Context: an optimization exercise on an open-source flow, tuned for small area. The choices shown serve that exercise and are no tape-out recipe.
In this exercise RTL edits were held to simulation tests only and were not proved equivalent to the original.

==> flow/design.v, too long to show whole: its modules and the start of the top module <==
// module jass_table: 1356 lines
// module jass_remstep: 8 lines
// module jass_rca: 16 lines
// module jass_prng: 377 lines
module jass_prng (
    input  wire        clk,
    input  wire        rst,
    input  wire        cmd_valid,
    output wire        cmd_ready,
    input  wire [7:0]  cmd_op,
    input  wire [31:0] cmd_a,
    input  wire [31:0] cmd_b,
    output wire        rsp_valid,
    input  wire        rsp_ready,
    output wire [31:0] rsp_data,
    output wire        rsp_err
);
  // ...
==> flow/run.sh <==
#!/bin/bash
# synth_recipe.tcl (not shown) runs the flow's synth.tcl, then flattens the netlist and writes it again
# the make line also repeats each setting of config.mk as NAME=value (left out here)
make -C /OpenROAD-flow-scripts/flow DESIGN_CONFIG=/design/flow/config.mk WORK_HOME=/design/flow/orfs CLKGATE_MAP_FILE= SYNTH_SCRIPT=/design/flow/synth_recipe.tcl finish
==> flow/config.mk <==
export PLATFORM = sky130hd
export DESIGN_NAME = jass_prng
export DESIGN_NICKNAME = jass_prng
export VERILOG_FILES = /design/flow/design.v
export SDC_FILE = /design/flow/constraint.sdc
export NUM_CORES = 4
export LEC_CHECK = 0
export ABC_AREA = 1
export CAP_MARGIN = 30
export CORE_MARGIN = 2
export CORE_UTILIZATION = 60
export PLACE_DENSITY = 0.75
export SLEW_MARGIN = 40
==> flow/constraint.sdc <==
create_clock -name core_clock -period 22.0 [get_ports {clk}]
set_input_delay 4.4000 -clock core_clock [delete_from_list [all_inputs] [get_ports {clk}]]
set_output_delay 4.4000 -clock core_clock [all_outputs]
set_load 0.01 [all_outputs]
==> key figures, run 1 <==
Outcome
  – Outcome: no timing/DRC/antenna violations

Critical path
  – Worst r2r src: st[4]$_SDFFE_PP0P_
  – Worst setup SP type: register
  – Worst stage delay on the critical path: between 800 and 900 ps
  – Number of cells on the critical path: between 60 and 70
  – Reg2Reg Setup Slack: roughly 3900 ps
  – CP required: about 22000 ps

GRT
  – Vias in the first global route: between 15000 and 20000
  – Gr ovfl total: 0

Place
  – Dpl cell area: ~19000 sq um

Yosys
  – Multiplexer area fraction after synthesis: 0%
  – Mapped Area: 17200 sq um
  – Synth top area share: between 20% and 30%
  – Largest family of logic cells by synthesized area: simple AND/OR/NAND/NOR gates
  – Cell with the most instances after synthesis: nand2_1

Timing
  – Setup_tns: 0 ps
  – Clock period minus worst slack: approximately 18000 ps
  – Final setup viols: 0

Hold path
  – Hold Crit Start: J[5]$_SDFFE_PP0P_

Die
  – Initial Util: between 60% and 70%
  – Die width: between 150 and 200 microns

Layout
  – Reg area: just under 5000 sq um
  – Inverter count: about 330

Detailed routing
  – Metal3 WL: 12100 microns
  – Routed via count: 20600

Job
  – Max Cap Viol: 0
==> module jass_prng, before the edit <==
module jass_prng (
    input  wire        clk,
    input  wire        rst,
    input  wire        cmd_valid,
    output wire        cmd_ready,
    input  wire [7:0]  cmd_op,
    input  wire [31:0] cmd_a,
    input  wire [31:0] cmd_b,
    output wire        rsp_valid,
    input  wire        rsp_ready,
    output wire [31:0] rsp_data,
    output wire        rsp_err
);
    localparam [2:0] K_SEED = 3'd0, K_NINT = 3'd1, K_NREAL = 3'd2, K_STEP = 3'd3,
                     K_FADD = 3'd4, K_FMUL = 3'd5, K_I2F = 3'd6;
    localparam [4:0] S_IDLE  = 5'd0,  S_RESP  = 5'd1,  S_SEED0 = 5'd2,  S_SEEDL = 5'd3,
                     S_STEP  = 5'd4,  S_SADD  = 5'd5,  S_ZERO  = 5'd6,  S_ICMP  = 5'd7,
                     S_MOVA  = 5'd8,  S_IRNG  = 5'd9,  S_IZ    = 5'd10, S_IMUL  = 5'd11,
                     S_ILO   = 5'd12, S_FA0   = 5'd13, S_FA1   = 5'd14, S_FA2   = 5'd15,
                     S_FA3   = 5'd16, S_FA5   = 5'd17, S_NORM  = 5'd18, S_PACK  = 5'd19,
                     S_NEPS  = 5'd20, S_NMOV  = 5'd21, S_NSCAN = 5'd22, S_MUL   = 5'd23,
                     S_ME0   = 5'd24, S_ME1   = 5'd25, S_ME2   = 5'd26, S_I2F0  = 5'd27,
                     S_I2F1  = 5'd28, S_M0    = 5'd29, S_FA2B  = 5'd30, S_FA4   = 5'd31;
    localparam [31:0] EPS = 32'h3456BF95;
    reg [4:0]  st;
    reg [2:0]  op;
    reg [1:0]  ph;           
    reg        err;
    reg [31:0] A, B, R, C;
    reg [23:0] J;            
    reg [9:0]  E;
    reg [4:0]  cnt;
    reg        lt, fle, xge, sgn, ilo2;
    assign cmd_ready = (st == S_IDLE) & ~rst;
    assign rsp_valid = (st == S_RESP);
    assign rsp_data  = R;
    assign rsp_err   = err;
    wire accept = cmd_valid & cmd_ready;
    wire       is_nr = (op == K_NREAL);
    wire       is_fm = (op == K_FMUL);
    wire       nx  = is_nr & (ph == 2'd1) & fle;
    wire       ny  = is_nr & ((ph == 2'd0) | ((ph == 2'd1) & ~fle));
    wire       ord = nx;
    wire       sx  = A[31] ^ nx;
    wire       sy  = B[31] ^ ny;
    wire [7:0] ex = A[30:23];
    wire [7:0] ey = B[30:23];
    wire       ex0 = (ex == 8'd0);
    wire       ey0 = (ey == 8'd0);
    wire       mulmode = is_fm | (is_nr & (ph == 2'd2));
    wire [4:0]  bidx = (st == S_MUL) ? E[4:0] : cnt;
    wire        cbit = C[bidx];
    wire        Ez   = (E == 10'd0);
    wire        last = (E[4:0] == cnt);
    wire        sbit = (st == S_MUL && is_fm) ? (B[0] | last) : cbit;
    reg  pa, pb, pr, psx, pflip, pm31;
    reg  qa, qb, qc, qr, qe, qsig, qsx, qinv, ci;
    wire [31:0] p_or = ({32{pa}} & A) | ({32{pb}} & B) | ({32{pr}} & R);
    wire [32:0] P = {psx & p_or[31], (p_or[31] & ~pm31) ^ pflip, p_or[30:0]};
    wire [31:0] amask = qsig ? {9'd0, 1'b1, A[22:0]} : A;
    wire [31:0] bmask = qsig ? {9'd0, 1'b1, B[22:0]} : B;
    wire [31:0] q_or = ({32{qa}} & amask) | ({32{qb}} & bmask) | ({32{qc}} & C) |
                       ({32{qr}} & R) | ({32{qe}} & EPS);
    wire [32:0] Q = {qsx & q_or[31], q_or} ^ {33{qinv}};
    wire [32:0] S;
    jass_rca #(.W(33)) u_add (.a(P), .b(Q), .ci(ci), .s(S));
    wire        Sz = (S[31:0] == 32'd0);
    reg  [9:0] EX, EY;
    reg        eci;
    wire [9:0] ES;
    jass_rca #(.W(10)) u_eadd (.a(EX), .b(EY), .ci(eci), .s(ES));
    wire [5:0]  jh = J[11:6];
    reg  [5:0]  jn;
    always @(*) begin
        case (cnt[1:0])
            2'd0: jn = (jh >= 6'd6) ? jh - 6'd6 : jh - 6'd6 + 6'd53;
            2'd1: jn = (jh >= 6'd3) ? jh - 6'd3 : jh - 6'd3 + 6'd50;
            2'd2: jn = (jh >= 6'd1) ? jh - 6'd1 : jh - 6'd1 + 6'd46;
            default: jn = (jh >= 6'd7) ? jh - 6'd7 : jh - 6'd7 + 6'd54;
        endcase
    end
    wire [31:0] tword;
    jass_table u_table (.idx(jn), .word(tword));
    wire [31:0] mixv = ({32{cnt[1:0] != 2'd0}} & {R[30:0], R[31]}) ^ tword;
    wire [5:0] n61, n59, n53, n47;
    jass_remstep #(.M(7'd61)) u_r61 (.r(J[5:0]),   .bit_in(cbit), .y(n61));
    jass_remstep #(.M(7'd59)) u_r59 (.r(J[11:6]),  .bit_in(cbit), .y(n59));
    jass_remstep #(.M(7'd53)) u_r53 (.r(J[17:12]), .bit_in(cbit), .y(n53));
    jass_remstep #(.M(7'd47)) u_r47 (.r(J[23:18]), .bit_in(cbit), .y(n47));
    wire        sel_y  = ex0 & ~(ord & ey0);
    wire        sel_x  = ~sel_y & ey0;
    wire [7:0]  e_big  = xge ? ex : ey;
    wire        zf     = (is_fm & ex0) | ey0 | E[9] | Ez;
    reg [4:0] st_fdone;
    always @(*) begin
        if (is_nr) begin
            case (ph)
                2'd0: st_fdone = S_NEPS;
                2'd3: st_fdone = S_RESP;
                default: st_fdone = S_NMOV;
            endcase
        end else
            st_fdone = S_RESP;
    end
    localparam [2:0] R_HOLD = 3'd0, R_S = 3'd1, R_SHR = 3'd2, R_SHL4 = 3'd3,
                     R_PACK = 3'd4, R_MIX = 3'd5;
    reg [2:0] rsel;
    reg       bload, bshift, cload, eload;
    always @(*) begin
        pa = 1'b0; pb = 1'b0; pr = 1'b0; psx = 1'b0; pflip = 1'b0; pm31 = 1'b0;
        qa = 1'b0; qb = 1'b0; qc = 1'b0; qr = 1'b0; qe = 1'b0; qsig = 1'b0;
        qsx = 1'b0; qinv = 1'b0; ci = 1'b0;
        EX = 10'd0; EY = 10'd0; eci = 1'b0; eload = 1'b0;
        rsel = R_HOLD; bload = 1'b0; bshift = 1'b0; cload = 1'b0;
        case (st)
            S_IDLE: ci = 1'b1;                           
            S_SEED0: begin pa = 1'b1; cload = 1'b1; end
            S_STEP: begin
                pb = 1'b1; qa = 1'b1; qinv = 1'b1; ci = 1'b1;
                rsel = R_MIX;
            end
            S_SADD: begin pr = 1'b1; qc = 1'b1; cload = 1'b1; rsel = R_S; end
            S_ZERO: rsel = R_S;
            S_ICMP: begin
                pa = 1'b1; psx = 1'b1; qb = 1'b1; qsx = 1'b1; qinv = 1'b1; ci = 1'b1;
            end
            S_MOVA: begin pa = 1'b1; rsel = R_S; end
            S_IRNG: begin
                pa = ~lt; pb = lt; qa = lt; qb = ~lt; qinv = 1'b1; ci = 1'b1; bload = 1'b1;
            end
            S_IZ: rsel = R_S;
            S_IMUL: begin
                pr = 1'b1; qb = sbit; ci = sbit; rsel = R_SHR;
            end
            S_ILO: begin
                pr = 1'b1;
                if (ilo2) begin qb = 1'b1; qinv = 1'b1; ci = 1'b1; end
                else qa = 1'b1;
                rsel = R_S;
            end
            S_FA0: begin
                if (sel_y)      begin pb = 1'b1; pflip = ny; rsel = R_S; end
                else if (sel_x) begin pa = 1'b1; pflip = nx; rsel = R_S; end
                EX = {2'd0, ex}; EY = ~{2'd0, ey}; eci = 1'b1; eload = 1'b1;
            end
            S_FA1: begin
                EY = ~E; eci = 1'b1; eload = E[9];
            end
            S_FA2: begin
                rsel = R_S;
                if (E >= 10'd23) begin
                    pa = xge; pb = ~xge; pflip = xge ? nx : ny;
                end else begin
                    qsig = 1'b1; qa = ~xge; qb = xge;
                    qinv = xge ? sy : sx; ci = qinv;
                end
            end
            S_FA2B: begin pr = 1'b1; qr = 1'b1; rsel = R_S; end      
            S_FA3: begin
                pr = 1'b1; psx = 1'b1;
                if (Ez) begin
                    qsig = 1'b1; qa = xge; qb = ~xge;
                    qinv = xge ? sx : sy; ci = qinv; rsel = R_S;
                    EX = {2'd0, e_big}; eci = 1'b1; eload = 1'b1;
                end else begin
                    rsel = R_SHR;
                    EX = E; EY = 10'h3FF; eload = 1'b1;
                end
            end
            S_FA4: begin
                pr = 1'b1; psx = 1'b1;
                qsig = 1'b1; qa = xge; qb = ~xge;
                qinv = xge ? sx : sy; ci = qinv; rsel = R_S;
            end
            S_FA5: begin
                qr = 1'b1; qinv = 1'b1; ci = 1'b1;
                if (R[31]) rsel = R_S;
            end
            S_NORM: begin
                if (!R[25]) begin
                    EX = E; eload = 1'b1;
                    if (R[25:22] == 4'd0) begin
                        rsel = R_SHL4; EY = 10'h3FC;
                    end else begin
                        pr = 1'b1; qr = 1'b1; rsel = R_S; EY = 10'h3FF;
                    end
                end
            end
            S_PACK: rsel = R_PACK;
            S_NEPS: begin
                pr = 1'b1; pm31 = 1'b1; qe = 1'b1; qinv = 1'b1; ci = 1'b1;
            end
            S_NMOV: begin pr = 1'b1; bload = 1'b1; end
            S_NSCAN: begin rsel = R_S; eload = 1'b1; end     
            S_M0:    begin rsel = R_S; eload = 1'b1; end     
            S_MUL: begin
                pr = 1'b1;
                qsig = 1'b1; qa = sbit & is_fm; qb = sbit & ~is_fm;
                rsel = last ? R_S : R_SHR;
                bshift = is_fm;
                EX = E; eci = 1'b1; eload = 1'b1;
            end
            S_ME0: begin
                if (is_fm) EX = {2'd0, ex};
                else begin EX = {5'd0, cnt}; EY = 10'd104; end
                eload = 1'b1;
            end
            S_ME1: begin EX = E; EY = {2'd0, ey}; eload = 1'b1; end
            S_ME2: begin EX = E; EY = 10'h383; eload = 1'b1; end   
            S_I2F0: begin
                qa = 1'b1; qinv = A[31]; ci = A[31]; rsel = R_S;
                EY = 10'd152; eload = 1'b1;
            end
            S_I2F1: begin
                if (R[31:26] != 6'd0) begin
                    pr = 1'b1; rsel = R_SHR;
                    EX = E; eci = 1'b1; eload = 1'b1;
                end
            end
            default: ;
        endcase
    end
    reg [2:0] kdec;
    reg       illegal;
    always @(*) begin
        illegal = 1'b0;
        case (cmd_op)
            8'h01: kdec = K_SEED;
            8'h02: kdec = K_NINT;
            8'h03: kdec = K_NREAL;
            8'h04: kdec = K_STEP;
            8'h10, 8'h11: kdec = K_FADD;
            8'h12: kdec = K_FMUL;
            8'h13: kdec = K_I2F;
            default: begin kdec = K_STEP; illegal = 1'b1; end
        endcase
    end
    always @(posedge clk) begin
        case (rsel)
            R_S:    R <= S[31:0];
            R_SHR:  R <= S[32:1];
            R_SHL4: R <= {R[27:0], 4'd0};
            R_PACK: R <= (zf & mulmode) ? 32'd0 : {sgn, E[7:0], R[24:2]};
            R_MIX:  R <= mixv;
            default: ;
        endcase
        if (st == S_IDLE && accept && illegal) R <= S[31:0];
        if (bload) B <= S[31:0];
        if (bshift) B[22:0] <= {1'b0, B[22:1]};
        if (eload) E <= ES;
        if (st == S_IDLE && accept) begin
            A <= cmd_a;
            B <= {cmd_b[31] ^ (cmd_op == 8'h11), cmd_b[30:0]};
        end
        if (rst) begin
            st  <= S_IDLE;
            C   <= 32'd0;
            J   <= 24'd0;
        end else begin
            if (cload) C <= S[31:0];
            case (st)
                S_IDLE: if (accept) begin
                    op  <= kdec;
                    ph  <= 2'd0;
                    err <= illegal;
                    cnt <= 5'd0;
                    if (illegal) st <= S_RESP;
                    else case (kdec)
                        K_SEED:  st <= S_SEED0;
                        K_NINT:  st <= S_ICMP;
                        K_NREAL: st <= S_FA0;
                        K_STEP:  st <= S_STEP;
                        K_FADD:  st <= S_FA0;
                        K_FMUL:  st <= S_M0;
                        default: st <= S_I2F0;
                    endcase
                end
                S_RESP: if (rsp_ready) st <= S_IDLE;
                S_SEED0: begin
                    J   <= 24'd0;
                    cnt <= 5'd31;
                    st  <= S_SEEDL;
                end
                S_SEEDL: begin
                    J   <= {n47, n53, n59, n61};
                    cnt <= cnt - 5'd1;                   
                    if (cnt == 5'd0) begin cnt <= 5'd0; st <= S_STEP; end
                end
                S_STEP: begin
                    J   <= {J[5:0], J[23:18], J[17:12], jn};
                    cnt <= cnt + 5'd1;
                    fle <= (A[31] ^ B[31]) ? A[31] : (A[31] ? (S[32] | Sz) : ~S[32]);
                    if (cnt[1:0] == 2'd3) st <= S_SADD;
                end
                S_SADD: begin
                    case (op)
                        K_SEED:  st <= S_ZERO;
                        K_NINT:  st <= S_IRNG;
                        K_NREAL: begin ph <= 2'd1; st <= S_FA0; end
                        default: st <= S_RESP;
                    endcase
                end
                S_ZERO: st <= S_RESP;
                S_ICMP: begin
                    lt <= S[32];
                    if (Sz) st <= S_MOVA;
                    else begin cnt <= 5'd0; st <= S_STEP; end
                end
                S_MOVA: st <= S_RESP;
                S_IRNG: st <= S_IZ;
                S_IZ:   begin cnt <= 5'd0; ilo2 <= 1'b0; st <= S_IMUL; end
                S_IMUL: begin
                    cnt <= cnt + 5'd1;
                    if (cnt == 5'd31) st <= S_ILO;
                end
                S_ILO: begin
                    ilo2 <= 1'b1;
                    if (lt | ilo2) st <= S_RESP;
                end
                S_FA0: begin
                    if (sel_y | sel_x) st <= st_fdone;
                    else st <= S_FA1;
                end
                S_FA1: begin
                    xge <= ~E[9];
                    st  <= S_FA2;
                end
                S_FA2: begin
                    if (E >= 10'd23) st <= st_fdone;
                    else st <= S_FA2B;
                end
                S_FA2B: st <= S_FA3;
                S_FA3: if (Ez) st <= S_FA4;
                S_FA4: st <= S_FA5;
                S_FA5: begin
                    sgn <= R[31];
                    if (Sz) st <= st_fdone;
                    else st <= S_NORM;
                end
                S_NORM: if (R[25]) st <= S_PACK;
                S_PACK: st <= st_fdone;
                S_NEPS: begin
                    if (S[32]) st <= S_MOVA;             
                    else begin cnt <= 5'd0; st <= S_STEP; end
                end
                S_NMOV: begin
                    cnt <= 5'd22;
                    if (ph == 2'd1) begin ph <= 2'd2; st <= S_NSCAN; end
                    else begin ph <= 2'd3; st <= S_FA0; end
                end
                S_NSCAN: begin
                    if (cbit) st <= S_MUL;
                    else if (cnt == 5'd0) st <= st_fdone;    
                    else cnt <= cnt - 5'd1;
                end
                S_M0: begin
                    cnt <= 5'd23;
                    st  <= S_MUL;
                end
                S_MUL: begin
                    sgn <= (is_fm & A[31]) ^ B[31];
                    if (last) st <= S_ME0;
                end
                S_ME0: st <= S_ME1;
                S_ME1: st <= S_ME2;
                S_ME2: st <= S_NORM;
                S_I2F0: begin
                    sgn <= A[31];
                    if (Sz) st <= S_RESP;
                    else st <= S_I2F1;
                end
                S_I2F1: if (R[31:26] == 6'd0) st <= S_NORM;
                default: st <= S_IDLE;
            endcase
        end
    end
endmodule
==> run 2: changes to the inputs <==
--- a/flow/design.v
+++ b/flow/design.v
@@ -1400,7 +1400,7 @@
                      S_FA3   = 5'd16, S_FA5   = 5'd17, S_NORM  = 5'd18, S_PACK  = 5'd19,
                      S_NEPS  = 5'd20, S_NMOV  = 5'd21, S_NSCAN = 5'd22, S_MUL   = 5'd23,
                      S_ME0   = 5'd24, S_ME1   = 5'd25, S_ME2   = 5'd26, S_I2F0  = 5'd27,
-                     S_I2F1  = 5'd28, S_M0    = 5'd29, S_FA2B  = 5'd30, S_FA4   = 5'd31;
+                     S_M0    = 5'd29, S_FA2B  = 5'd30, S_FA4   = 5'd31;
     localparam [31:0] EPS = 32'h3456BF95;
     reg [4:0]  st;
     reg [2:0]  op;
@@ -1428,8 +1428,7 @@
     wire       ex0 = (ex == 8'd0);
     wire       ey0 = (ey == 8'd0);
     wire       mulmode = is_fm | (is_nr & (ph == 2'd2));
-    wire [4:0]  bidx = (st == S_MUL) ? E[4:0] : cnt;
-    wire        cbit = C[bidx];
+    wire        cbit = C[cnt];
     wire        Ez   = (E == 10'd0);
     wire        last = (E[4:0] == cnt);
     wire        sbit = (st == S_MUL && is_fm) ? (B[0] | last) : cbit;
@@ -1541,7 +1540,7 @@
                 if (Ez) begin
                     qsig = 1'b1; qa = xge; qb = ~xge;
                     qinv = xge ? sx : sy; ci = qinv; rsel = R_S;
-                    EX = {2'd0, e_big}; eci = 1'b1; eload = 1'b1;
+                    EX = {2'd0, e_big}; EY = 10'h3FF; eload = 1'b1;
                 end else begin
                     rsel = R_SHR;
                     EX = E; EY = 10'h3FF; eload = 1'b1;
@@ -1557,28 +1556,30 @@
                 if (R[31]) rsel = R_S;
             end
             S_NORM: begin
-                if (!R[25]) begin
-                    EX = E; eload = 1'b1;
-                    if (R[25:22] == 4'd0) begin
+                EX = E;
+                if (R[31:24] != 8'd0) begin
+                    pr = 1'b1; rsel = R_SHR; eci = 1'b1; eload = 1'b1;
+                end else if (!R[23]) begin
+                    eload = 1'b1;
+                    if (R[23:20] == 4'd0) begin
                         rsel = R_SHL4; EY = 10'h3FC;
                     end else begin
                         pr = 1'b1; qr = 1'b1; rsel = R_S; EY = 10'h3FF;
                     end
                 end
             end
-            S_PACK: rsel = R_PACK;
+            S_PACK: rsel = (zf & mulmode) ? R_S : R_PACK;
             S_NEPS: begin
                 pr = 1'b1; pm31 = 1'b1; qe = 1'b1; qinv = 1'b1; ci = 1'b1;
             end
             S_NMOV: begin pr = 1'b1; bload = 1'b1; end
-            S_NSCAN: begin rsel = R_S; eload = 1'b1; end     
-            S_M0:    begin rsel = R_S; eload = 1'b1; end     
+            S_NSCAN: begin rsel = R_S; EX = {5'd0, cnt}; eload = 1'b1; end   
+            S_M0:    begin rsel = R_S; EY = 10'd23; eload = 1'b1; end         
             S_MUL: begin
                 pr = 1'b1;
                 qsig = 1'b1; qa = sbit & is_fm; qb = sbit & ~is_fm;
                 rsel = last ? R_S : R_SHR;
                 bshift = is_fm;
-                EX = E; eci = 1'b1; eload = 1'b1;
             end
             S_ME0: begin
                 if (is_fm) EX = {2'd0, ex};
@@ -1586,16 +1587,10 @@
                 eload = 1'b1;
             end
             S_ME1: begin EX = E; EY = {2'd0, ey}; eload = 1'b1; end
-            S_ME2: begin EX = E; EY = 10'h383; eload = 1'b1; end   
+            S_ME2: begin EX = E; EY = 10'h381; eload = 1'b1; end   
             S_I2F0: begin
                 qa = 1'b1; qinv = A[31]; ci = A[31]; rsel = R_S;
-                EY = 10'd152; eload = 1'b1;
-            end
-            S_I2F1: begin
-                if (R[31:26] != 6'd0) begin
-                    pr = 1'b1; rsel = R_SHR;
-                    EX = E; eci = 1'b1; eload = 1'b1;
-                end
+                EY = 10'd150; eload = 1'b1;
             end
             default: ;
         endcase
@@ -1620,7 +1615,7 @@
             R_S:    R <= S[31:0];
             R_SHR:  R <= S[32:1];
             R_SHL4: R <= {R[27:0], 4'd0};
-            R_PACK: R <= (zf & mulmode) ? 32'd0 : {sgn, E[7:0], R[24:2]};
+            R_PACK: R[31:23] <= {sgn, E[7:0]};
             R_MIX:  R <= mixv;
             default: ;
         endcase
@@ -1717,7 +1712,7 @@
                     if (Sz) st <= st_fdone;
                     else st <= S_NORM;
                 end
-                S_NORM: if (R[25]) st <= S_PACK;
+                S_NORM: if (R[31:23] == 9'd1) st <= S_PACK;
                 S_PACK: st <= st_fdone;
                 S_NEPS: begin
                     if (S[32]) st <= S_MOVA;             
@@ -1729,17 +1724,18 @@
                     else begin ph <= 2'd3; st <= S_FA0; end
                 end
                 S_NSCAN: begin
-                    if (cbit) st <= S_MUL;
+                    if (cbit) begin cnt <= 5'd0; st <= S_MUL; end
                     else if (cnt == 5'd0) st <= st_fdone;    
                     else cnt <= cnt - 5'd1;
                 end
                 S_M0: begin
-                    cnt <= 5'd23;
+                    cnt <= 5'd0;
                     st  <= S_MUL;
                 end
                 S_MUL: begin
                     sgn <= (is_fm & A[31]) ^ B[31];
                     if (last) st <= S_ME0;
+                    else cnt <= cnt + 5'd1;
                 end
                 S_ME0: st <= S_ME1;
                 S_ME1: st <= S_ME2;
@@ -1747,9 +1743,8 @@
                 S_I2F0: begin
                     sgn <= A[31];
                     if (Sz) st <= S_RESP;
-                    else st <= S_I2F1;
+                    else st <= S_NORM;
                 end
-                S_I2F1: if (R[31:26] == 6'd0) st <= S_NORM;
                 default: st <= S_IDLE;
             endcase
         end
==> flow/config.mk (replaced) <==
export PLATFORM = sky130hd
export DESIGN_NAME = jass_prng
export DESIGN_NICKNAME = jass_prng
export VERILOG_FILES = /design/flow/design.v
export SDC_FILE = /design/flow/constraint.sdc
export NUM_CORES = 4
export LEC_CHECK = 0
export CAP_MARGIN = 30
export CORE_MARGIN = 2
export CORE_UTILIZATION = 45
export SLEW_MARGIN = 40
==> key figures, run 2 <==
Outcome
  – Outcome: no timing/DRC/antenna violations

Die
  – Total die area: 40900 sq um
  – Die width: 202 microns (+17%)
  – Row cnt: 72
  – Initial Util: 45.7% (-15 points)
  – Core area: slightly below 40000 sq um
  – Die height: between 200 and 250 microns
  – Io pins: around 110

GRT
  – Busiest grt layer: met2
  – Vias in the first global route: 18100 (-3.7%)
  – Largest net degree at the start of global routing: slightly below 90
  – Gr ovfl total: 0 (unchanged)
  – Met2 Use GR: between 50% and 60%
  – Met3 Resource Use GR: under 10%
  – Initial antenna violation count: 0
  – Total GRT Usage: 37.2%
  – GRT met1 Usage: between 40 and 50%
  – First-pass GRT wire length: between 100000 and 150000 microns

CTS
  – Post-cts resize count: 0
  – CTS H-tree lvls: 4
  – CTS sink count: 183
  – CTS tree: built
  – Clk latency of the worst-skew pair: around 470 ps
  – CTS buffer count: 17
  – Setup bufs post-CTS: 0
  – Clock buffer depth: 2
  – Cts hold-fix bufs: 0
  – Reg clk slew, reported paths: around 70 ps
  – Root Buffer: clkbuf_16

Yosys
  – Synth Net Count: 2267
  – Most common library cells after synthesis: 202 x nor2_1, 174 x nand2_1, 132 x clkbuf_1
  – Largest family of logic cells by synthesized area: compound AO/OA/AOI/OAI gates
  – Cell with the most instances after synthesis: nor2_1
  – Mapped Area: 17700 sq um (+2.7%)
  – Multiplexer area fraction after synthesis: 3.29% (+3.3 points)
  – Syn Inst Count: approximately 2100
  – Yosys warns: 1
  – Post-synthesis compound-gate area fraction: between 30% and 40%
  – Simple-gate share of the synthesized area: a little under a fifth
  – Register area share after synthesis: between 20% and 30%
  – Ys async rst share: 0%
  – Post-synthesis xor/xnor area fraction: 4.68%
  – Number of synthesized flops with an enable pin: roughly 120
  – Top_reg_cell synth: edfxtp_1
  – Count of state elements after synthesis: about 180
  – Netlist cell types: 100
  – Area contributors post-synth: edfxtp_1 21%, dfxtp_1 6.9%, fa_1 4.6%
  – Top cell type by total area after synthesis: edfxtp_1
  – Synth top area share: 20.7% (-0.55 points)
  – Avg Inst Size Synth: 8.38 sq um
  – Synth Area in Adders: roughly 7.4%

Layout
  – Area grow syn2layout: 11.9%
  – Layout cells sized above 1: 8.60%
  – Final core occ: roughly half
  – Fin nets: between 2000 and 2500
  – Commonest non-fill, non-tap cells in the layout: 200 x nor2_1, 172 x nand2_1, 123 x a21oi_1, 122 x edfxtp_1, 113 x o21ai_0
  – Filler cells: 3754
  – Most common library cell in the layout ignoring fill and taps: nor2_1

Hold path
  – Min-Delay Path Class: register to register
  – Hold-critical path endpoint: C[23]$_SDFFE_PP0P_
  – Hold Crit Start: C[23]$_SDFFE_PP0P_
  – Min-Delay Path Depth: 2

Timing
  – Slew Limit Fails: 0
  – Final Skew: about 13 ps
  – Clock period minus worst slack: 18930 ps (+794 ps)
  – Final setup viols: 0 (unchanged)
  – Max Freq: 0.0528 GHz
  – Fin crit share: between 80% and 90%
  – Final Hold Fails: 0
  – Setup_tns: 0 ps (unchanged)
  – Slew headroom: roughly 42%
  – RSZ-0062 raised after global routing: false
  – Worst-margin pin slew: a little under 900 ps

Job
  – Max Cap Viol: 0 (unchanged)

Critical path
  – Reg2Reg Setup Slack: 3070 ps (-790 ps)
  – CP required: 22320 ps (-50 ps)
  – Critical path arrival: roughly 19000 ps
  – CP max FO: 24
  – Crit-path slowest cell: edfxtp_1
  – Reg-to-Reg End: st[1]$_SDFFE_PP0P_
  – Worst stage delay on the critical path: 880 ps (+50 ps)
  – Worst r2r path cells: 53
  – Worst setup SP type: register
  – Critical path's most frequent cell: fa_1
  – CP endpoint kind: register
  – Crit Path Category: register to register
  – Worst setup path startpoint: cnt[1]$_DFFE_PP_
  – Worst r2r src: cnt[1]$_DFFE_PP_

Detailed routing
  – DR DRC count: 0
  – Drt first pass iters: 9
  – Vias/cell: 7.17
  – Routed WL: between 70000 and 80000 microns
  – Routed via count: 19000 (-8.0%)
  – Wire length per cell: ~30 microns
  – Post-route ant nets: 0
  – DRC violation total after the first TritonRoute iteration: just over 3000

Place
  – Placer Congestion: approximately 1.0
  – Post-DP HPWL: 55300 microns
  – PortBufs: between 100 and 150
[run 2: cell types whose count changed after synthesis, moves of 55 or more]
| cell | before | now |
|---|---|---|
| nand2_1 | 506 | 174 |
| inv_1 | 301 | 63 |
| nand3_1 | 219 | 45 |
| a222oi_1 | 0 | 64 |
| xnor2_1 | 6 | 65 |
| clkbuf_1 | 76 | 132 |
| a211oi_1 | 11 | 66 |
[run 2: final cells by class]
type	count	area [sq um]	share of cell area, %
multi-input combinational	1674	11900	60.0
sequential	183	4890	24.7
timing repair buffer	171	1570	7.93
tap	518	648	3.27
clock buffer	20	447	2.26
inverter	67	251	1.27
clock inverter	12	110	0.556
antenna	1	2.50	0.0126
[run 2: worst max-delay path by stage]
stage | endpoint | slack, ps | cells past startpoint
final | st[1]$_SDFFE_PP0P_ | 3070 | 53
after detailed placement | st[1]$_SDFFE_PP0P_ | 3110 | 54
after CTS | st[1]$_SDFFE_PP0P_ | 3000 | 54
after floorplan | st[1]$_SDFFE_PP0P_ | 5320 | 54
after global placement | st[1]$_SDFFE_PP0P_ | 3490 | 54
after global routing | st[1]$_SDFFE_PP0P_ | 2570 | 54
[run 2: metal layers]
metal	up-vias	wire (microns)
met5	-	0
met4	0	4130
met3	258	8560
met2	1334	34600
met1	9156	30500
li1	8213	-
[run 2: worst max-delay path: cells and delay by family, from the launching register on]
kind / cells / cell delay (ps)
AOI/OAI and AO/OA: 6 / 1300
and+or+nand+nor: 6 / 1570
xor gates and xnor gates: 1 / 140
DFF: 1 / 880
buffers and inverters: 6 / 780
muxes: 2 / 920
adders and majority gates: 32 / 13180
[run 2: per-stage QoR]
step | std cells | area [sq um] | hold slack (ps) | worst slack (ps)
after global placement | 2612 | 19200 | 496 | 3490
final | 2646 | 19800 | 527 | 3070
after CTS | 2644 | 19800 | 522 | 3000
after global routing | 2645 | 19800 | 550 | 2570
after detailed placement | 2612 | 19200 | 511 | 3110
after floorplan | 2111 | 17700 | 479 | 5320
[run 2: cell families after synthesis]
kind of cell	Yosys count
compound gates	773
flops	183
xor+xnor	93
mux	47
simple gates	681
buf+inv	254
fa+ha+maj	80
==> run 3: changes to the inputs <==
--- a/flow/design.v
+++ b/flow/design.v
@@ -1354,14 +1354,6 @@
   assign _0631_ = ~(_0332_ | _0630_);
   assign word[31] = ~(_0625_ | _0631_);
 endmodule
-module jass_remstep #(parameter [6:0] M = 7'd61) (
-    input  wire [5:0] r,
-    input  wire       bit_in,
-    output wire [5:0] y
-);
-    wire [6:0] t = {r, bit_in};
-    assign y = (t >= M) ? (t - M) : t[5:0];
-endmodule
 module jass_rca #(parameter W = 33) (
     input  wire [W-1:0] a,
     input  wire [W-1:0] b,
@@ -1400,7 +1392,7 @@
                      S_FA3   = 5'd16, S_FA5   = 5'd17, S_NORM  = 5'd18, S_PACK  = 5'd19,
                      S_NEPS  = 5'd20, S_NMOV  = 5'd21, S_NSCAN = 5'd22, S_MUL   = 5'd23,
                      S_ME0   = 5'd24, S_ME1   = 5'd25, S_ME2   = 5'd26, S_I2F0  = 5'd27,
-                     S_M0    = 5'd29, S_FA2B  = 5'd30, S_FA4   = 5'd31;
+                     S_RZ    = 5'd28, S_M0    = 5'd29, S_FA2B  = 5'd30, S_FA4   = 5'd31;
     localparam [31:0] EPS = 32'h3456BF95;
     reg [4:0]  st;
     reg [2:0]  op;
@@ -1416,6 +1408,21 @@
     assign rsp_data  = R;
     assign rsp_err   = err;
     wire accept = cmd_valid & cmd_ready;
+    reg [2:0] kdec;
+    reg       illegal;
+    always @(*) begin
+        illegal = 1'b0;
+        case (cmd_op)
+            8'h01: kdec = K_SEED;
+            8'h02: kdec = K_NINT;
+            8'h03: kdec = K_NREAL;
+            8'h04: kdec = K_STEP;
+            8'h10, 8'h11: kdec = K_FADD;
+            8'h12: kdec = K_FMUL;
+            8'h13: kdec = K_I2F;
+            default: begin kdec = K_STEP; illegal = 1'b1; end
+        endcase
+    end
     wire       is_nr = (op == K_NREAL);
     wire       is_fm = (op == K_FMUL);
     wire       nx  = is_nr & (ph == 2'd1) & fle;
@@ -1449,23 +1456,31 @@
     wire [9:0] ES;
     jass_rca #(.W(10)) u_eadd (.a(EX), .b(EY), .ci(eci), .s(ES));
     wire [5:0]  jh = J[11:6];
-    reg  [5:0]  jn;
+    reg  [9:0]  lane_nc;      
+    reg  [9:0]  lane_m;       
     always @(*) begin
-        case (cnt[1:0])
-            2'd0: jn = (jh >= 6'd6) ? jh - 6'd6 : jh - 6'd6 + 6'd53;
-            2'd1: jn = (jh >= 6'd3) ? jh - 6'd3 : jh - 6'd3 + 6'd50;
-            2'd2: jn = (jh >= 6'd1) ? jh - 6'd1 : jh - 6'd1 + 6'd46;
-            default: jn = (jh >= 6'd7) ? jh - 6'd7 : jh - 6'd7 + 6'd54;
+        case (cnt[2:1])
+            2'd0: begin lane_nc = 10'h3FA; lane_m = 10'd53; end
+            2'd1: begin lane_nc = 10'h3FD; lane_m = 10'd50; end
+            2'd2: begin lane_nc = 10'h3FF; lane_m = 10'd46; end
+            default: begin lane_nc = 10'h3F9; lane_m = 10'd54; end
         endcase
     end
+    wire [5:0]  jn = ES[5:0];
     wire [31:0] tword;
     jass_table u_table (.idx(jn), .word(tword));
-    wire [31:0] mixv = ({32{cnt[1:0] != 2'd0}} & {R[30:0], R[31]}) ^ tword;
-    wire [5:0] n61, n59, n53, n47;
-    jass_remstep #(.M(7'd61)) u_r61 (.r(J[5:0]),   .bit_in(cbit), .y(n61));
-    jass_remstep #(.M(7'd59)) u_r59 (.r(J[11:6]),  .bit_in(cbit), .y(n59));
-    jass_remstep #(.M(7'd53)) u_r53 (.r(J[17:12]), .bit_in(cbit), .y(n53));
-    jass_remstep #(.M(7'd47)) u_r47 (.r(J[23:18]), .bit_in(cbit), .y(n47));
+    wire [31:0] mixv = {R[30:0], R[31]} ^ tword;      
+    wire [6:0] rem_t = {jh, cbit};
+    reg  [9:0] rem_nm;
+    always @(*) begin
+        case (ph)
+            2'd0: rem_nm = -10'd59;
+            2'd1: rem_nm = -10'd53;
+            2'd2: rem_nm = -10'd47;
+            default: rem_nm = -10'd61;
+        endcase
+    end
+    wire [5:0] jhead = ((st == S_SEEDL) & ES[9]) ? rem_t[5:0] : ES[5:0];
     wire        sel_y  = ex0 & ~(ord & ey0);
     wire        sel_x  = ~sel_y & ey0;
     wire [7:0]  e_big  = xge ? ex : ey;
@@ -1492,11 +1507,18 @@
         EX = 10'd0; EY = 10'd0; eci = 1'b0; eload = 1'b0;
         rsel = R_HOLD; bload = 1'b0; bshift = 1'b0; cload = 1'b0;
         case (st)
-            S_IDLE: ci = 1'b1;                           
+            S_IDLE: ci = illegal;                        
+            S_RZ:   rsel = R_S;
             S_SEED0: begin pa = 1'b1; cload = 1'b1; end
+            S_SEEDL: begin EX = {3'd0, rem_t}; EY = rem_nm; end
             S_STEP: begin
                 pb = 1'b1; qa = 1'b1; qinv = 1'b1; ci = 1'b1;
-                rsel = R_MIX;
+                if (!cnt[0]) begin
+                    EX = {4'd0, jh}; EY = lane_nc; eload = 1'b1;
+                end else begin
+                    EX = E; EY = E[9] ? lane_m : 10'd0;
+                    rsel = R_MIX;
+                end
             end
             S_SADD: begin pr = 1'b1; qc = 1'b1; cload = 1'b1; rsel = R_S; end
             S_ZERO: rsel = R_S;
@@ -1595,21 +1617,6 @@
             default: ;
         endcase
     end
-    reg [2:0] kdec;
-    reg       illegal;
-    always @(*) begin
-        illegal = 1'b0;
-        case (cmd_op)
-            8'h01: kdec = K_SEED;
-            8'h02: kdec = K_NINT;
-            8'h03: kdec = K_NREAL;
-            8'h04: kdec = K_STEP;
-            8'h10, 8'h11: kdec = K_FADD;
-            8'h12: kdec = K_FMUL;
-            8'h13: kdec = K_I2F;
-            default: begin kdec = K_STEP; illegal = 1'b1; end
-        endcase
-    end
     always @(posedge clk) begin
         case (rsel)
             R_S:    R <= S[31:0];
@@ -1619,7 +1626,7 @@
             R_MIX:  R <= mixv;
             default: ;
         endcase
-        if (st == S_IDLE && accept && illegal) R <= S[31:0];
+        if (st == S_IDLE && accept) R <= S[31:0];
         if (bload) B <= S[31:0];
         if (bshift) B[22:0] <= {1'b0, B[22:1]};
         if (eload) E <= ES;
@@ -1654,18 +1661,22 @@
                 S_SEED0: begin
                     J   <= 24'd0;
                     cnt <= 5'd31;
+                    ph  <= 2'd0;
                     st  <= S_SEEDL;
                 end
                 S_SEEDL: begin
-                    J   <= {n47, n53, n59, n61};
-                    cnt <= cnt - 5'd1;                   
-                    if (cnt == 5'd0) begin cnt <= 5'd0; st <= S_STEP; end
+                    J   <= {J[5:0], J[23:18], J[17:12], jhead};
+                    ph  <= ph + 2'd1;
+                    if (ph == 2'd3) begin
+                        cnt <= cnt - 5'd1;               
+                        if (cnt == 5'd0) begin cnt <= 5'd0; st <= S_STEP; end
+                    end
                 end
                 S_STEP: begin
-                    J   <= {J[5:0], J[23:18], J[17:12], jn};
+                    if (cnt[0]) J <= {J[5:0], J[23:18], J[17:12], jhead};
                     cnt <= cnt + 5'd1;
                     fle <= (A[31] ^ B[31]) ? A[31] : (A[31] ? (S[32] | Sz) : ~S[32]);
-                    if (cnt[1:0] == 2'd3) st <= S_SADD;
+                    if (cnt[2:0] == 3'd7) st <= S_SADD;
                 end
                 S_SADD: begin
                     case (op)
@@ -1682,6 +1693,7 @@
                     else begin cnt <= 5'd0; st <= S_STEP; end
                 end
                 S_MOVA: st <= S_RESP;
+                S_RZ:   st <= S_STEP;
                 S_IRNG: st <= S_IZ;
                 S_IZ:   begin cnt <= 5'd0; ilo2 <= 1'b0; st <= S_IMUL; end
                 S_IMUL: begin
@@ -1716,7 +1728,7 @@
                 S_PACK: st <= st_fdone;
                 S_NEPS: begin
                     if (S[32]) st <= S_MOVA;             
-                    else begin cnt <= 5'd0; st <= S_STEP; end
+                    else begin cnt <= 5'd0; st <= S_RZ; end
                 end
                 S_NMOV: begin
                     cnt <= 5'd22;
==> flow/flow/run.sh (new file) <==
#!/bin/bash
# The standard layout (the standard.sh: ORFS synthesis through finish), with two changes:
# - the buffer that buffer_ports puts on every input and output port is the platform's smallest
#   buffer, sky130_fd_sc_hd__buf_1, instead of the default choice;
# - clock tree synthesis builds the tree from sky130_fd_sc_hd__clkbuf_8 (instead of clkbuf_16)
#   and inserts no dummy loads. Every register's clock still comes through the buffered tree.
set -euo pipefail
export BUFFER_PORTS_ARGS="-buffer_cell sky130_fd_sc_hd__buf_1"
export CTS_ARGS="-sink_clustering_enable -repair_clock_nets -buf_list sky130_fd_sc_hd__clkbuf_8 -dont_use_dummy_load"
bash standard.sh finish > standard_flow.log 2>&1
==> flow/standard.sh (new file) <==
#!/bin/bash
# synth_recipe.tcl (not shown) runs the flow's synth.tcl, then flattens the netlist and writes it again
# the make line also repeats each setting of config.mk as NAME=value (left out here)
make -C /OpenROAD-flow-scripts/flow DESIGN_CONFIG=/design/flow/config.mk WORK_HOME=/design/flow/orfs CLKGATE_MAP_FILE= SYNTH_SCRIPT=/design/flow/synth_recipe.tcl "${@:-finish}"
--- a/flow/config.mk
+++ b/flow/config.mk
@@ -5,6 +5,7 @@
 export SDC_FILE = /design/flow/constraint.sdc
 export NUM_CORES = 4
 export LEC_CHECK = 0
+export ABC_AREA = 1
 export CAP_MARGIN = 30
 export CORE_MARGIN = 2
 export CORE_UTILIZATION = 45
removed: flow/run.sh
==> key figures, run 3 <==
Detailed routing
  – Vias/cell: 6.49 (-9.5%)
  – DRC violation total after the first TritonRoute iteration: 2848 (-7.2%)
  – WL met1: 28100 microns (-8.0%)
  – Metal3 WL: 8210 microns (-4.1%)
  – DR DRC count: 0 (unchanged)
  – Routed via count: 17300 (-8.9%)
  – Post-route ant nets: 0 (unchanged)
  – Wire length per cell: 26.2 microns (-11%)
  – Routed wl met2: 30100 microns (-13%)
  – Top Layer Used: met4
  – Drt first pass iters: 8 (-1)
  – Routed WL: 69700 microns (-10%)

Critical path
  – CP endpoint kind: register
  – CP max FO: 5 (-79%)
  – Crit path buffers/inverters: 6 (unchanged)
  – Critical path arrival: 18110 ps (-1140 ps)
  – CP required: 22400 ps (+80 ps)
  – Reg-to-Reg End: st[4]$_SDFFE_PP0P_
  – Critical path's most frequent cell: fa_1
  – Worst r2r path cells: 58 (+9.4%)
  – Crit Path Category: input port to register
  – Top delay family on crit path: adder cells
  – Worst stage delay on the critical path: 480 ps (-400 ps)
  – Reg2Reg Setup Slack: 5480 ps (+2410 ps)
  – Worst r2r src: st[2]$_SDFFE_PP0P_
  – Crit-path slowest cell: fa_1
  – Worst setup SP type: input port

Layout
  – Final core occ: 48.3% (-2.8 points)
  – Area grow syn2layout: 6.50%
  – Fin nets: 2361 (+4.0%)
  – Most common library cell in the layout ignoring fill and taps: nand2_1
  – Layout cells sized above 1: 4.35% (-4.3 points)
  – # diodes: 0 (-1)
  – Commonest non-fill, non-tap cells in the layout: 515 x nand2_1, 232 x inv_1, 187 x nor2_1, 166 x a21oi_1, 126 x o21ai_0

Timing
  – Fin crit share: 80.5% (-5.6 points)
  – Max Freq: 0.0565 GHz (+6.9%)
  – Final Skew: 52.1 ps (+39.2 ps)
  – Setup_tns: 0 ps (unchanged)
  – RSZ-0062 raised after global routing: false
  – Clock period minus worst slack: 17710 ps (-1220 ps)
  – Final setup viols: 0 (unchanged)
  – Final Hold Fails: 0 (unchanged)
  – Slew headroom: 32.6% (-9.6 points)
  – Final worst slack: 4290 ps (+1220 ps)
  – Fin Hold WS: 467 ps (-60.0 ps)
  – Slew Limit Fails: 0 (unchanged)
  – Worst-margin pin slew: 1000 ps (+134 ps)

Yosys
  – Mapped Area: 15500 sq um (-12%)
  – Register area share after synthesis: 31.4% (+3.8 points)
  – Top_reg_cell synth: edfxtp_1
  – Ys async rst share: 0% (unchanged)
  – Area contributors post-synth: edfxtp_1 24%, nand2_1 12%, dfxtp_1 7.9%
  – Synth top area share: 23.6% (+2.9 points)
  – Netlist cell types: 54 (-46%)
  – Top cell type by total area after synthesis: edfxtp_1
  – Yosys warns: 1 (unchanged)
  – Cell with the most instances after synthesis: nand2_1
  – Syn Inst Count: 2157 (+2.2%)
  – Number of synthesized flops with an enable pin: 122 (unchanged)
  – Most common library cells after synthesis: 516 x nand2_1, 235 x inv_1, 188 x nor2_1
  – Avg Inst Size Synth: 7.21 sq um (-14%)
  – Count of state elements after synthesis: 183 (unchanged)
  – Synth Net Count: 2308 (+1.8%)

Outcome
  – Outcome: no timing/DRC/antenna violations

CTS
  – CTS tree: built
  – Clock buffer depth: 2 (unchanged)
  – Cts hold-fix bufs: 0 (unchanged)
  – Reg clk slew, reported paths: 80 ps (about the same)
  – CTS H-tree lvls: 4 (unchanged)
  – CTS sink count: 183 (unchanged)
  – Setup bufs post-CTS: 0 (unchanged)
  – Clk latency of the worst-skew pair: 520 ps (+50 ps)
  – Root Buffer: clkbuf_8
  – Post-cts resize count: 0 (unchanged)
  – CTS buffer count: 17 (unchanged)

GRT
  – Total GRT Usage: 38.5% (+1.3 points)
  – Largest net degree at the start of global routing: 61 (-30%)
  – Vias in the first global route: 16200 (-11%)
  – Initial antenna violation count: 0 (unchanged)
  – Gr ovfl total: 0 (unchanged)
  – First-pass GRT wire length: 104000 microns (-11%)

Die
  – Die height: 190 microns (-6.1%)
  – Row cnt: 68 (-5.6%)
  – Die width: 190 microns (-6.1%)
  – Initial Util: 45.3% (-0.34 points)
  – Io pins: 111 (unchanged)
  – Total die area: 36100 sq um (-12%)
  – Core area: 34300 sq um (-11%)

Hold path
  – Min-Delay Path Class: register to register
  – Min-Delay Path Depth: 2 (unchanged)
  – Hold Crit Start: J[19]$_SDFFE_PP0P_
  – Hold-critical path endpoint: J[19]$_SDFFE_PP0P_

Place
  – Post-DP HPWL: 51900 microns (-6.2%)
  – Pre-CTS WS: 4120 ps (+1010 ps)
  – PortBufs: 110 (unchanged)
  – Placer Congestion: 1.04 (-0.85%)

Job
  – Max Cap Viol: 0 (unchanged)
-- run 3: cell types whose count changed after synthesis, sizes merged, moves of 32 or more --
cell    before  now
a21oi      126  166
inv         65  249
mux2i       32    0
xor2        27   71
nand3       45  115
a221oi      44   12
nand2      176  524
clkbuf     132   74
xnor2       65    6
nor3        66   25
a211oi      70    5
a222oi      64    0
-- run 3: stage by stage --
stage | area [sq um] | std cells
2_1_floorplan | 15500 | 2157
3_3_place_gp | 16300 | 2646
3_5_place_dp | 16300 | 2646
4_1_cts | 16600 | 2663
5_1_grt | 16600 | 2663
6_report | 16600 | 2663
-- run 3: cells by family (layout without fill, tap and decap cells) --
logic type	Yosys count	after routing	share of synthesized area (%)
AND/OR/NAND/NOR	905	905	24.6
AO/OA/AOI/OAI	557	557	22.6
buffers and inverters	360	411	8.99
flip-flops	183	183	31.4
XOR/XNOR	77	77	4.34
adder cells (fa/ha/maj)	75	75	8.02
-- run 3: worst max path at each step --
stage,start,endpoint,slack [ps],cells after the start
after global placement,cmd_op[0],st[4]$_SDFFE_PP0P_,4200,52
after CTS,cmd_op[0],st[4]$_SDFFE_PP0P_,4530,52
after floorplan,cmd_op[0],st[4]$_SDFFE_PP0P_,5470,51
after global routing,cmd_op[1],cnt[4]$_DFFE_PP_,3860,50
final,cmd_op[0],st[4]$_SDFFE_PP0P_,4290,52
after detailed placement,cmd_op[0],st[4]$_SDFFE_PP0P_,4120,52
-- run 3: cell type report --
class                      count  area, sq um
clock buffer                  17          234
multi-input combinational   1614         9280
inverter                     254          953
fill                        3541        17700
sequential                   183         4890
tap                          455          569
timing repair buffer         140          638
-- run 3: per-layer routing --
layer  GRT usage, %  up-vias
li1               -     7535
met1           53.3     8134
met2           58.6     1370
met3           7.99      238
met4           15.9        0
met5              0        -
-- run 3: worst min-delay path: cells and delay by family (launching register included) --
kind | cells | cell delay (ps)
AO/OA/AOI/OAI | 1 | 50
flip-flops | 1 | 320
AND/OR/NAND/NOR | 1 | 60
==> run 4: changes to the inputs <==
==> flow/flow/run.sh (replaced) <==
#!/bin/bash
# The standard layout (the standard.sh: ORFS synthesis through finish), with two changes:
# - the buffer that buffer_ports puts on every input and output port is the platform's smallest
#   buffer, sky130_fd_sc_hd__buf_1, instead of the default choice;
# - clock tree synthesis builds the tree from sky130_fd_sc_hd__clkbuf_8 below a clkbuf_16 root
#   and inserts no dummy loads. Every register's clock still comes through the buffered tree.
set -euo pipefail
export BUFFER_PORTS_ARGS="-buffer_cell sky130_fd_sc_hd__buf_1"
export CTS_ARGS="-sink_clustering_enable -repair_clock_nets -root_buf sky130_fd_sc_hd__clkbuf_16 -buf_list sky130_fd_sc_hd__clkbuf_8 -dont_use_dummy_load"
bash standard.sh finish > standard_flow.log 2>&1
==> key figures, run 4 <==
Critical path
  – CP endpoint kind: register
  – Crit-path slowest cell: fa_1
  – Worst r2r src: st[2]$_SDFFE_PP0P_
  – Worst stage delay on the critical path: 490 ps (about the same)
  – Worst setup path startpoint: cmd_op[0]
  – Reg2Reg Setup Slack: 5460 ps (-20 ps)
  – Crit path to: st[4]$_SDFFE_PP0P_
  – Crit Path Category: input port to register
  – Critical path arrival: 18110 ps (about the same)
  – Worst r2r path cells: 58 (unchanged)
  – CP required: 22310 ps (-90 ps)
  – Worst setup SP type: input port
  – Reg-to-Reg End: st[4]$_SDFFE_PP0P_
  – Critical path's most frequent cell: fa_1
  – CP max FO: 5 (unchanged)

Place
  – PortBufs: 110 (unchanged)
  – Placer Congestion: 1.04 (unchanged)
  – Dpl cells: 2646 (unchanged)
  – Post-DP HPWL: 51900 microns (unchanged)

Yosys
  – Top_reg_cell synth: edfxtp_1
  – Register area share after synthesis: 31.4% (unchanged)
  – Largest family of logic cells by synthesized area: simple AND/OR/NAND/NOR gates
  – Yosys warns: 1 (unchanged)
  – Syn Inst Count: 2157 (unchanged)
  – Post-synthesis compound-gate area fraction: 22.6% (unchanged)
  – Most common library cells after synthesis: 516 x nand2_1, 235 x inv_1, 188 x nor2_1
  – Cell with the most instances after synthesis: nand2_1
  – Ys async rst share: 0% (unchanged)
  – Simple-gate share of the synthesized area: 24.6% (unchanged)
  – Area contributors post-synth: edfxtp_1 24%, nand2_1 12%, dfxtp_1 7.9%
  – Number of synthesized flops with an enable pin: 122 (unchanged)
  – Count of state elements after synthesis: 183 (unchanged)
  – Multiplexer area fraction after synthesis: 0% (unchanged)
  – Mapped Area: 15500 sq um (unchanged)
  – Netlist cell types: 54 (unchanged)
  – Synth Net Count: 2308 (unchanged)
  – Synth Area in Adders: 8.02% (unchanged)
  – Post-synthesis xor/xnor area fraction: 4.34% (unchanged)
  – Synth top area share: 23.6% (unchanged)
  – Avg Inst Size Synth: 7.21 sq um (unchanged)
  – Top cell type by total area after synthesis: edfxtp_1

Timing
  – Worst-margin pin slew: 973 ps (-26.9 ps)
  – Final Skew: 55.3 ps (+3.13 ps)
  – Final setup viols: 0 (unchanged)
  – RSZ-0062 raised after global routing: false
  – Clock period minus worst slack: 17810 ps (+95.0 ps)
  – Slew Limit Fails: 0 (unchanged)
  – Slew headroom: 34.4% (+1.8 points)
  – Final Hold Fails: 0 (unchanged)
  – Setup_tns: 0 ps (unchanged)
  – Max Freq: 0.0562 GHz (-0.53%)
  – Fin crit share: 80.9% (+0.43 points)

GRT
  – Largest net degree at the start of global routing: 61 (unchanged)
  – Initial antenna violation count: 0 (unchanged)
  – First-pass GRT wire length: 104000 microns (about the same)
  – Gr ovfl total: 0 (unchanged)
  – Vias in the first global route: 16200 (unchanged)
  – Total GRT Usage: 38.5% (about the same)

Die
  – Initial Util: 45.3% (unchanged)
  – Row cnt: 68 (unchanged)
  – Core area: 34300 sq um (unchanged)
  – Die height: 190 microns (unchanged)
  – Io pins: 111 (unchanged)
  – Total die area: 36100 sq um (unchanged)
  – Die width: 190 microns (unchanged)

Detailed routing
  – DR DRC count: 0 (unchanged)
  – Routed via count: 17200 (-0.35%)
  – Vias/cell: 6.46 (-0.35%)
  – Wire length per cell: 26.2 microns (about the same)
  – Drt first pass iters: 8 (unchanged)
  – Routed WL: 69700 microns (about the same)
  – DRC violation total after the first TritonRoute iteration: 2924 (+2.7%)
  – Post-route ant nets: 0 (unchanged)

Layout
  – Most common library cell in the layout ignoring fill and taps: nand2_1
  – Area grow syn2layout: 6.57% (about the same)
  – Commonest non-fill, non-tap cells in the layout: 515 x nand2_1, 232 x inv_1, 187 x nor2_1, 166 x a21oi_1, 126 x o21ai_0
  – Final Non-Filler Cells: 2663 (unchanged)
  – Filler cells: 3541 (unchanged)
  – Layout cells sized above 1: 4.35% (unchanged)
  – Fin nets: 2361 (unchanged)
  – # diodes: 0 (unchanged)

CTS
  – Cts hold-fix bufs: 0 (unchanged)
  – CTS buffer count: 17 (unchanged)
  – CTS sink count: 183 (unchanged)
  – Post-cts resize count: 0 (unchanged)
  – Reg clk slew, reported paths: 80 ps (about the same)
  – Clk latency of the worst-skew pair: 430 ps (-90 ps)
  – CTS tree: built
  – CTS H-tree lvls: 4 (unchanged)
  – Clock buffer depth: 2 (unchanged)
  – Root Buffer: clkbuf_16
  – Setup bufs post-CTS: 0 (unchanged)

Job
  – Max Cap Viol: 0 (unchanged)

Outcome
  – Outcome: no timing/DRC/antenna violations

Hold path
  – Min-Delay Path Class: register to register
==> run 4: cells by family (layout without fill, tap and decap cells) <==
kind of cell | Yosys count | count (layout)
fa+ha+maj | 75 | 75
compound gates | 557 | 557
flops | 183 | 183
xor+xnor | 77 | 77
simple gates | 905 | 905
buf+inv | 360 | 411
==> run 4: layer usage <==
metal / up-vias / routed length [microns] / track usage, %
met5: - / 0 / 0
met1: 8165 / 28300 / 53.3
li1: 7528 / - / -
met3: 235 / 8070 / 7.93
met2: 1288 / 30200 / 58.6
met4: 0 / 3180 / 15.9
==> run 4: worst min-delay path by stage <==
stage,to,slack [ps],cells past startpoint,startpoint
global route,J[19]$_SDFFE_PP0P_,480,2,J[19]$_SDFFE_PP0P_
detailed placement,J[19]$_SDFFE_PP0P_,450,2,J[19]$_SDFFE_PP0P_
finish,J[19]$_SDFFE_PP0P_,470,2,J[19]$_SDFFE_PP0P_
global placement,J[18]$_SDFFE_PP0P_,450,2,J[18]$_SDFFE_PP0P_
CTS,J[19]$_SDFFE_PP0P_,470,2,J[19]$_SDFFE_PP0P_
floorplan,J[11]$_SDFFE_PP0P_,440,2,J[11]$_SDFFE_PP0P_
==> run 4: metrics by stage <==
stage | setup WS (ps) | hold slack, ps | cell area [sq um] | util, %
after CTS | 4430 | 468 | 16600 | 48.3
final | 4190 | 467 | 16600 | 48.3
after floorplan | 5470 | 441 | 15500 | -
after global routing | 3760 | 480 | 16600 | 48.3
after global placement | 4200 | 450 | 16300 | 47.6
after detailed placement | 4120 | 455 | 16300 | 47.6
==> run 4: critical path: cells and delay by family <==
family / cells / cell delay [ps]
adder cells (fa/ha/maj): 33 / 11330
AND/OR/NAND/NOR: 10 / 1380
XOR/XNOR: 1 / 70
buffers and inverters: 6 / 470
AO/OA/AOI/OAI: 2 / 450
==> run 4: area by class of cell <==
type	count	area, sq um	share of cell area (%)
clock buffers	17	245	1.48
multi-input cells	1614	9280	56.0
inverters	254	953	5.75
well taps	455	569	3.44
repair buffers	140	638	3.85
flip-flops and latches	183	4890	29.5
==> run 5: changes to the inputs <==
--- a/flow/design.v
+++ b/flow/design.v
@@ -1396,13 +1396,14 @@
     localparam [31:0] EPS = 32'h3456BF95;
     reg [4:0]  st;
     reg [2:0]  op;
-    reg [1:0]  ph;           
     reg        err;
+    reg [1:0]  ph;           
     reg [31:0] A, B, R, C;
     reg [23:0] J;            
     reg [9:0]  E;
     reg [4:0]  cnt;
-    reg        lt, fle, xge, sgn, ilo2;
+    reg        fle, xge, sgn;
+    wire       lt = fle, ilo2 = xge;
     assign cmd_ready = (st == S_IDLE) & ~rst;
     assign rsp_valid = (st == S_RESP);
     assign rsp_data  = R;
@@ -1675,7 +1676,7 @@
                 S_STEP: begin
                     if (cnt[0]) J <= {J[5:0], J[23:18], J[17:12], jhead};
                     cnt <= cnt + 5'd1;
-                    fle <= (A[31] ^ B[31]) ? A[31] : (A[31] ? (S[32] | Sz) : ~S[32]);
+                    if (is_nr) fle <= (A[31] ^ B[31]) ? A[31] : (A[31] ? (S[32] | Sz) : ~S[32]);
                     if (cnt[2:0] == 3'd7) st <= S_SADD;
                 end
                 S_SADD: begin
@@ -1688,20 +1689,21 @@
                 end
                 S_ZERO: st <= S_RESP;
                 S_ICMP: begin
-                    lt <= S[32];
+                    fle <= S[32];                        
+                    cnt <= 5'd0;
                     if (Sz) st <= S_MOVA;
-                    else begin cnt <= 5'd0; st <= S_STEP; end
+                    else st <= S_STEP;
                 end
                 S_MOVA: st <= S_RESP;
                 S_RZ:   st <= S_STEP;
                 S_IRNG: st <= S_IZ;
-                S_IZ:   begin cnt <= 5'd0; ilo2 <= 1'b0; st <= S_IMUL; end
+                S_IZ:   begin cnt <= 5'd0; xge <= 1'b0; st <= S_IMUL; end
                 S_IMUL: begin
                     cnt <= cnt + 5'd1;
                     if (cnt == 5'd31) st <= S_ILO;
                 end
                 S_ILO: begin
-                    ilo2 <= 1'b1;
+                    xge <= 1'b1;                         
                     if (lt | ilo2) st <= S_RESP;
                 end
                 S_FA0: begin
--- a/flow/flow/run.sh
+++ b/flow/flow/run.sh
@@ -1,5 +1,5 @@
 #!/bin/bash
-# The standard layout (the standard.sh: ORFS synthesis through finish), with two changes:
+# The standard layout (the standard.sh: ORFS synthesis through finish), with these changes:
 # - the buffer that buffer_ports puts on every input and output port is the platform's smallest
 #   buffer, sky130_fd_sc_hd__buf_1, instead of the default choice;
 # - clock tree synthesis builds the tree from sky130_fd_sc_hd__clkbuf_8 below a clkbuf_16 root
==> key figures, run 5 <==
Timing
  – RSZ-0062 raised after global routing: false
  – Slew headroom: 40.8% (+6.3 points)
  – Final Skew: 52.6 ps (-2.70 ps)
  – Fin Hold WS: 467 ps (+0.173 ps)
  – Final Hold Fails: 0 (unchanged)
  – Setup_tns: 0 ps (unchanged)
  – Slew Limit Fails: 0 (unchanged)
  – Fin crit share: 87.1% (+6.2 points)
  – Clock period minus worst slack: 19170 ps (+1360 ps)
  – Final setup viols: 0 (unchanged)
  – Max Freq: 0.0522 GHz (-7.1%)
  – Worst-margin pin slew: 866 ps (-107 ps)

Critical path
  – CP max FO: 5 (unchanged)
  – Crit path buffers/inverters: 9 (+3)
  – Critical path arrival: 19480 ps (+1370 ps)
  – Worst setup SP type: input port
  – CP endpoint kind: register
  – CP required: 22310 ps (about the same)
  – Worst stage delay on the critical path: 510 ps (+20 ps)
  – Critical path's most frequent cell: fa_1
  – Crit-path slowest cell: fa_1
  – Top delay family on crit path: adder cells
  – Crit Path Category: input port to register

CTS
  – Cts hold-fix bufs: 0 (unchanged)
  – Reg clk slew, reported paths: 90 ps (about the same)
  – Root Buffer: clkbuf_16
  – Post-cts resize count: 0 (unchanged)
  – Clock buffer depth: 2 (unchanged)
  – CTS tree: built
  – CTS H-tree lvls: 4 (unchanged)
  – CTS buffer count: 17 (unchanged)
  – Setup bufs post-CTS: 0 (unchanged)
  – Clk latency of the worst-skew pair: 430 ps (about the same)
  – CTS sink count: 181 (-1.1%)

Outcome
  – Outcome: no timing/DRC/antenna violations

Hold path
  – Min-Delay Path Class: register to register

Detailed routing
  – Post-route ant nets: 0 (unchanged)
  – Routed via count: 17000 (-1.4%)
  – Routed WL: 68600 microns (-1.6%)
  – DRC violation total after the first TritonRoute iteration: 2324 (-21%)
  – Drt first pass iters: 14 (+6)
  – DR DRC count: 0 (unchanged)
  – Wire length per cell: 25.8 microns (-1.3%)
  – Vias/cell: 6.39 (-1.1%)

Yosys
  – Top cell type by total area after synthesis: edfxtp_1
  – Post-synthesis compound-gate area fraction: 23.0% (+0.43 points)
  – Synth Net Count: 2301 (-0.30%)
  – Netlist cell types: 59 (+9.3%)
  – Post-synthesis xor/xnor area fraction: 4.22% (-0.12 points)
  – Syn Inst Count: 2150 (-0.32%)
  – Count of state elements after synthesis: 181 (-1.1%)
  – Largest family of logic cells by synthesized area: simple AND/OR/NAND/NOR gates
  – Number of synthesized flops with an enable pin: 120 (-1.6%)
  – Avg Inst Size Synth: 7.24 sq um (+0.41%)
  – Area contributors post-synth: edfxtp_1 23%, nand2_1 11%, dfxtp_1 7.8%
  – Synth Area in Adders: 8.01% (about the same)
  – Most common library cells after synthesis: 476 x nand2_1, 242 x inv_1, 202 x nor2_1
  – Synth top area share: 23.2% (-0.40 points)
  – Yosys warns: 1 (unchanged)
  – Mapped Area: 15600 sq um (about the same)
  – Top_reg_cell synth: edfxtp_1
  – Register area share after synthesis: 31.0% (-0.41 points)
  – Simple-gate share of the synthesized area: 24.1% (-0.49 points)
  – Cell with the most instances after synthesis: nand2_1
  – Ys async rst share: 0% (unchanged)
  – Multiplexer area fraction after synthesis: 0% (unchanged)

Die
  – Die height: 190 microns (about the same)
  – Io pins: 111 (unchanged)
  – Row cnt: 68 (unchanged)
  – Total die area: 36100 sq um (about the same)
  – Initial Util: 45.4% (about the same)
  – Core area: 34300 sq um (unchanged)
  – Die width: 190 microns (about the same)

GRT
  – Met3 Resource Use GR: 11.4% (+3.5 points)
  – Total GRT Usage: 37.8% (-0.73 points)
  – Initial antenna violation count: 0 (unchanged)
  – Largest net degree at the start of global routing: 63 (+3.3%)
  – Met2 Use GR: 55.8% (-2.8 points)
  – First-pass GRT wire length: 101000 microns (-2.4%)
  – Gr ovfl total: 0 (unchanged)
  – GRT met1 Usage: 51.5% (-1.8 points)
  – Vias in the first global route: 15800 (-2.5%)
  – Busiest grt layer: met2

Place
  – PortBufs: 110 (unchanged)
  – Placer Congestion: 1.03 (-0.54%)
  – Dpl cell area: 16300 sq um (about the same)
  – Post-DP HPWL: 50900 microns (-2.0%)

Layout
  – Most common library cell in the layout ignoring fill and taps: nand2_1
  – Layout cells sized above 1: 5.18% (+0.83 points)
  – # diodes: 0 (unchanged)
  – Fin nets: 2353 (-0.34%)
  – Area grow syn2layout: 6.44%
  – Commonest non-fill, non-tap cells in the layout: 473 x nand2_1, 241 x inv_1, 202 x nor2_1, 148 x a21oi_1, 142 x o21ai_0
  – Final core occ: 48.3% (about the same)
  – Non-Filler Cell Area, Final: 16600 sq um (about the same)

Job
  – Max Cap Viol: 0 (unchanged)
[run 5: changes by cell type after synthesis, sizes merged, moves of 15 or more]
cell and change:
a221oi +32, a22o -21, buf +15, nand2 -34, nor2 +16, o21ai +19
xnor2 +28, xor2 -30
[run 5: through the flow]
stage / std cells / setup slack, ps
3_5_place_dp: 2637 / 2660
3_3_place_gp: 2637 / 2880
4_1_cts: 2654 / 3010
5_1_grt: 2655 / 2370
6_report: 2655 / 2830
2_1_floorplan: 2150 / 4030
[run 5: per-layer routing]
metal  wire, microns  part of all wire [%]  vias up
met1           27800                    41     8031
met3            8530                    12      209
li1                -                     -     7513
met5               0                     0        -
met2           29200                    43     1221
met4            3070                   4.5        0
[run 5: final cells by class]
class	instances	area [sq um]
clock buffer	17	245
fill	3589	17700
tap	455	569
multi-input combinational	1595	9270
timing repair buffer	142	657
sequential	181	4820
inverter	265	1000
[run 5: worst reg2reg max path, delay by kind of cell, from the launching register on]
kind / cells / cell delay [ps]
adder cells (fa/ha/maj): 32 / 12270
XOR/XNOR: 1 / 170
AND/OR/NAND/NOR: 15 / 2690
flip-flops: 1 / 870
AO/OA/AOI/OAI: 3 / 450
buffers and inverters: 9 / 1350
[run 5: logic make-up (layout without fill, tap and decap cells)]
logic type | count (synthesis) | in the layout
fa+ha+maj | 75 | 75
flops | 181 | 181
buf+inv | 374 | 424
xor+xnor | 75 | 75
compound gates | 568 | 568
simple gates | 877 | 877
[run 5: final timing paths]
path                                    startpoint                 end  slack (ps)  depth (start not counted)
worst max-delay path                     cmd_op[0]  st[4]$_SDFFE_PP0P_        2830                         56
worst min-delay path            J[11]$_SDFFE_PP0P_  J[11]$_SDFFE_PP0P_         470                          2
worst min register to register  J[11]$_SDFFE_PP0P_  J[11]$_SDFFE_PP0P_         470                          2
worst max register to register  st[4]$_SDFFE_PP0P_  st[4]$_SDFFE_PP0P_        4140                         60

[what the ideal ports hide]
In the flow no input, the clock included, has a driving cell. The finished layouts below were timed again as built, in two steps.
Step 1 sets driving cells, clkbuf_16 on the clock port and buf_2 on the other inputs (assumed; they add their load-dependent delay and slew).
Step 2 also shifts input and output timing later by t, the mid clock arrival at the registers, as if the neighbouring blocks saw the same clock.
Three values: ideal, step 1, step 2; two values: the first two.
run | t (ns) | setup slack, ns | worst setup path at the end | worst register clock-pin slew, ns | worst slew at a driven data input, ns
run 1 | 0.524 | 3.862 / 3.862 / 3.862 | register to register | 0.09 / 0.09 | 0.05
run 2 | 0.514 | 3.068 / 3.068 / 3.068 | register to register | 0.08 / 0.08 | 0.05
run 3 | 0.550 | 4.289 / 4.317 / 3.767 | input to register | 0.12 / 0.12 | 0.05
run 4 | 0.463 | 4.194 / 4.226 / 3.763 | input to register | 0.12 / 0.12 | 0.05
run 5 | 0.456 | 2.834 / 2.870 / 2.414 | input to register | 0.12 / 0.12 | 0.04
After both steps setup and hold are still met in every run listed. The setup slack of run 3, which loses most, moves by +0.028 ns with the drivers and by -0.522 ns with both steps.
